Source: an optimization exercise on an open RTL-to-GDS flow (aim: small area, a short achievable clock period and few clock cycles). Production flows keep margins and buffers that such runs may drop. Function was checked by simulation only, so behaviour that the tests miss may differ from the original. No activity file was given, so power comes from the tool's default toggle rates.

==> flow/design.v (excerpt) <==
module morton_codec (
    input  wire        clk,
    input  wire        rst,
    input  wire        cmd_valid,
    output wire        cmd_ready,
    input  wire [31:0] cmd,
    input  wire [63:0] cmd_wdata,
    output wire        rsp_valid,
    input  wire        rsp_ready,
    output wire        rsp_ok,
    output wire [3:0]  rsp_code,
    output wire [63:0] rsp_rdata
);
For scale: about 7800 cells after synthesis, about 650 flip-flops, roughly 170 I/O pins.
==> flow/config.mk <==
export PLATFORM = sky130hd
export DESIGN_NAME = morton_codec
export DESIGN_NICKNAME = morton_codec
export VERILOG_FILES = /design/flow/design.v
export SDC_FILE = /design/flow/constraint.sdc
export NUM_CORES = 4
export LEC_CHECK = 0
export ABC_AREA = 1
export CAP_MARGIN = 20
export CORE_MARGIN = 2
export CORE_UTILIZATION = 30
export CTS_BUF_LIST = sky130_fd_sc_hd__clkbuf_4
export PLACE_DENSITY = 0.45
export SETUP_SLACK_MARGIN = 5
export SLEW_MARGIN = 20
==> flow/constraint.sdc <==
create_clock -name core_clock -period 12.0 [get_ports {clk}]
set_input_delay 2.4000 -clock core_clock [delete_from_list [all_inputs] [get_ports {clk}]]
set_output_delay 2.4000 -clock core_clock [all_outputs]
set_load 0.01 [all_outputs]
run.sh (not shown) runs the stock make flow with config.mk's settings and CLKGATE_MAP_FILE= SYNTH_SCRIPT=/design/flow/synth_recipe.tcl, a recipe that flattens the netlist after the stock synthesis.
The first run went through all stages and came out clean.
Testbench counts at the start, summed over its fixed seeds: cycles 50,445.
Rerun with:
--- a/flow/design.v
+++ b/flow/design.v
@@ -264,19 +264,19 @@
             c2 = ((s1 & c1) | (s1 & p3) | (c1 & p3)) << 1;
             mstep = sk21(s2, c2);
         end
     endfunction
     wire [20:0] mn0 = mstep(acc0, xa0, yq[3*0 +: 3]);
     wire [20:0] mn1 = mstep(acc1, xa1, yq[3*1 +: 3]);
     wire [20:0] mn2 = mstep(acc2, xa2, yq[3*2 +: 3]);
     wire        wb = (state == S_WB);
-    wire [20:0] t0 = is_newa ? g0 : wb ? dreg[20:0]  : ar0;
-    wire [20:0] t1 = is_newa ? g1 : wb ? dreg[41:21] : ar1;
-    wire [20:0] t2 = is_newa ? g2 : wb ? dreg[62:42] : ar2;
+    wire [20:0] t0 = is_newa ? g0 : is_mul ? mn0 : ar0;
+    wire [20:0] t1 = is_newa ? g1 : is_mul ? mn1 : ar1;
+    wire [20:0] t2 = is_newa ? g2 : is_mul ? mn2 : ar2;
     wire [63:0] enc = encode(inst, t0, t1, t2);
     wire [2:0]  jst  = rs1 - rd;                          
     wire        jin  = n3 ? (jst <= 3'd2) : (jst <= 3'd1);
     wire [1:0]  dax0 = !jin ? 2'd0 :
                        (jst == 3'd0) ? 2'd1 :
                        (jst == 3'd1) ? (n3 ? 2'd2 : 2'd0) : 2'd0;
     wire [1:0]  dax_c = (state == S_EX) ? dax0 : dax;
     wire [1:0]  dax_n = (dax_c == 2'd0) ? 2'd1 : (dax_c == 2'd1) ? (n3 ? 2'd2 : 2'd0) : 2'd0;
@@ -309,32 +309,32 @@
                 case (op)
                     OP_NEWR, OP_NEWSC, OP_MOD, OP_NEWA, OP_NEWAC, OP_INC, OP_DEC,
                     OP_ADD, OP_SUB, OP_GET, OP_DECA, OP_MASK, OP_EQ:
                         we = ok_ex;
                     default: we = 1'b0;
                 endcase
             end
             S_DECA: begin res = is_eqt ? {63'd0, eqt_res} : {43'd0, xsel}; we = 1'b1; end
-            S_WB:   begin res = enc;           we = 1'b1; end
+            S_MUL:  begin res = enc;           we = (cnt[2:0] == 3'd0); end
             S_MODB: begin res = mdiff[63:0];   we = ge;   end
             default: ;
         endcase
     end
     wire [2:0] waddr = idle ? cmd[23:21] : (rd + (is_deca ? {1'b0, dax_c} : 3'd0));
     wire       wen   = idle ? i_kwr : we;
     assign r0 = rst ? 64'd0 : (idle ? cmd_wdata : res);
     always @(*)
         for (r = 0; r < 8; r = r + 1)
             ken[r] = rst || (wen && (waddr == r));
     wire multi   = legal && (is_deca || is_mul || is_mod || is_eqt);
     wire deca_end = is_eqt || (n3 ? (cnt[1:0] == 2'd2) : (cnt[1:0] == 2'd1));
     wire last    = ((state == S_EX) && !multi) ||
                    ((state == S_DECA) && deca_end) ||
-                   (state == S_WB) ||
+                   ((state == S_MUL) && (cnt[2:0] == 3'd0)) ||
                    ((state == S_MODB) && (cnt == 6'd0));
     assign rsp_valid = !rst && ((state == S_RESP) || last);
     assign rsp_ok    = !(ill_q || rng_q);
     assign rsp_code  = {2'b00, rng_q, ill_q};
     assign rsp_rdata = (legal && is_krd) ? a_raw :
                        (legal && is_rdst) ? {40'd0, status} : 64'd0;
     always @(posedge clk) begin
         if (rst) begin
@@ -405,17 +405,17 @@
                     if (deca_end)
                         state <= rsp_ready ? S_IDLE : S_RESP;
                 end
                 S_MUL: begin
                     dreg <= {1'b0, mn2, mn1, mn0};
                     yq   <= {yc2, yc1, yc0};
                     cnt  <= cnt - 6'd1;
                     if (cnt[2:0] == 3'd0)
-                        state <= S_WB;
+                        state <= rsp_ready ? S_IDLE : S_RESP;
                 end
                 S_WB: state <= rsp_ready ? S_IDLE : S_RESP;
                 S_MODA: begin
                     if (dz)
                         state <= S_RESP;
                     else if (ge && !dtop) begin
                         dreg <= dreg << 1;
                         cnt  <= cnt + 6'd1;
What happened: The new run produced a clean layout; clock power hardly moves; final cell count rises slightly; routed wire length falls slightly; worst setup slack got worse by 78 ps; synthesized cell count rises slightly; flip-flop and latch count stays the same.
Testbench counts after the change, summed over its fixed seeds: cycles 49,302.

-- static timing again, ports no longer ideal --
In the flow no input, the clock included, has a driving cell. The finished layouts below were timed again as built, in two steps.
Step 1 assumes that a clkbuf_16 drives the clock port and a buf_2 every other input.
Step 2, shift: input delay + t, output delay - t, t = (earliest + latest rising clock arrival at the registers) / 2. This alone moves slack from input paths to output paths.
Three values: ideal ports, drivers, drivers and shift; two values: the first two.
run	t (ns)	slack for setup (ns)	slew at the worst register clock pin (ns)
the first run	1.403	4.892 / 4.860 / 4.892	0.08 / 0.08
the second run	1.403	4.814 / 4.814 / 4.341	0.10 / 0.10
After both steps setup and hold are still met in every run listed. The setup slack of the second run, which loses most, moves by 0.000 ns with the drivers and by -0.473 ns with both steps.
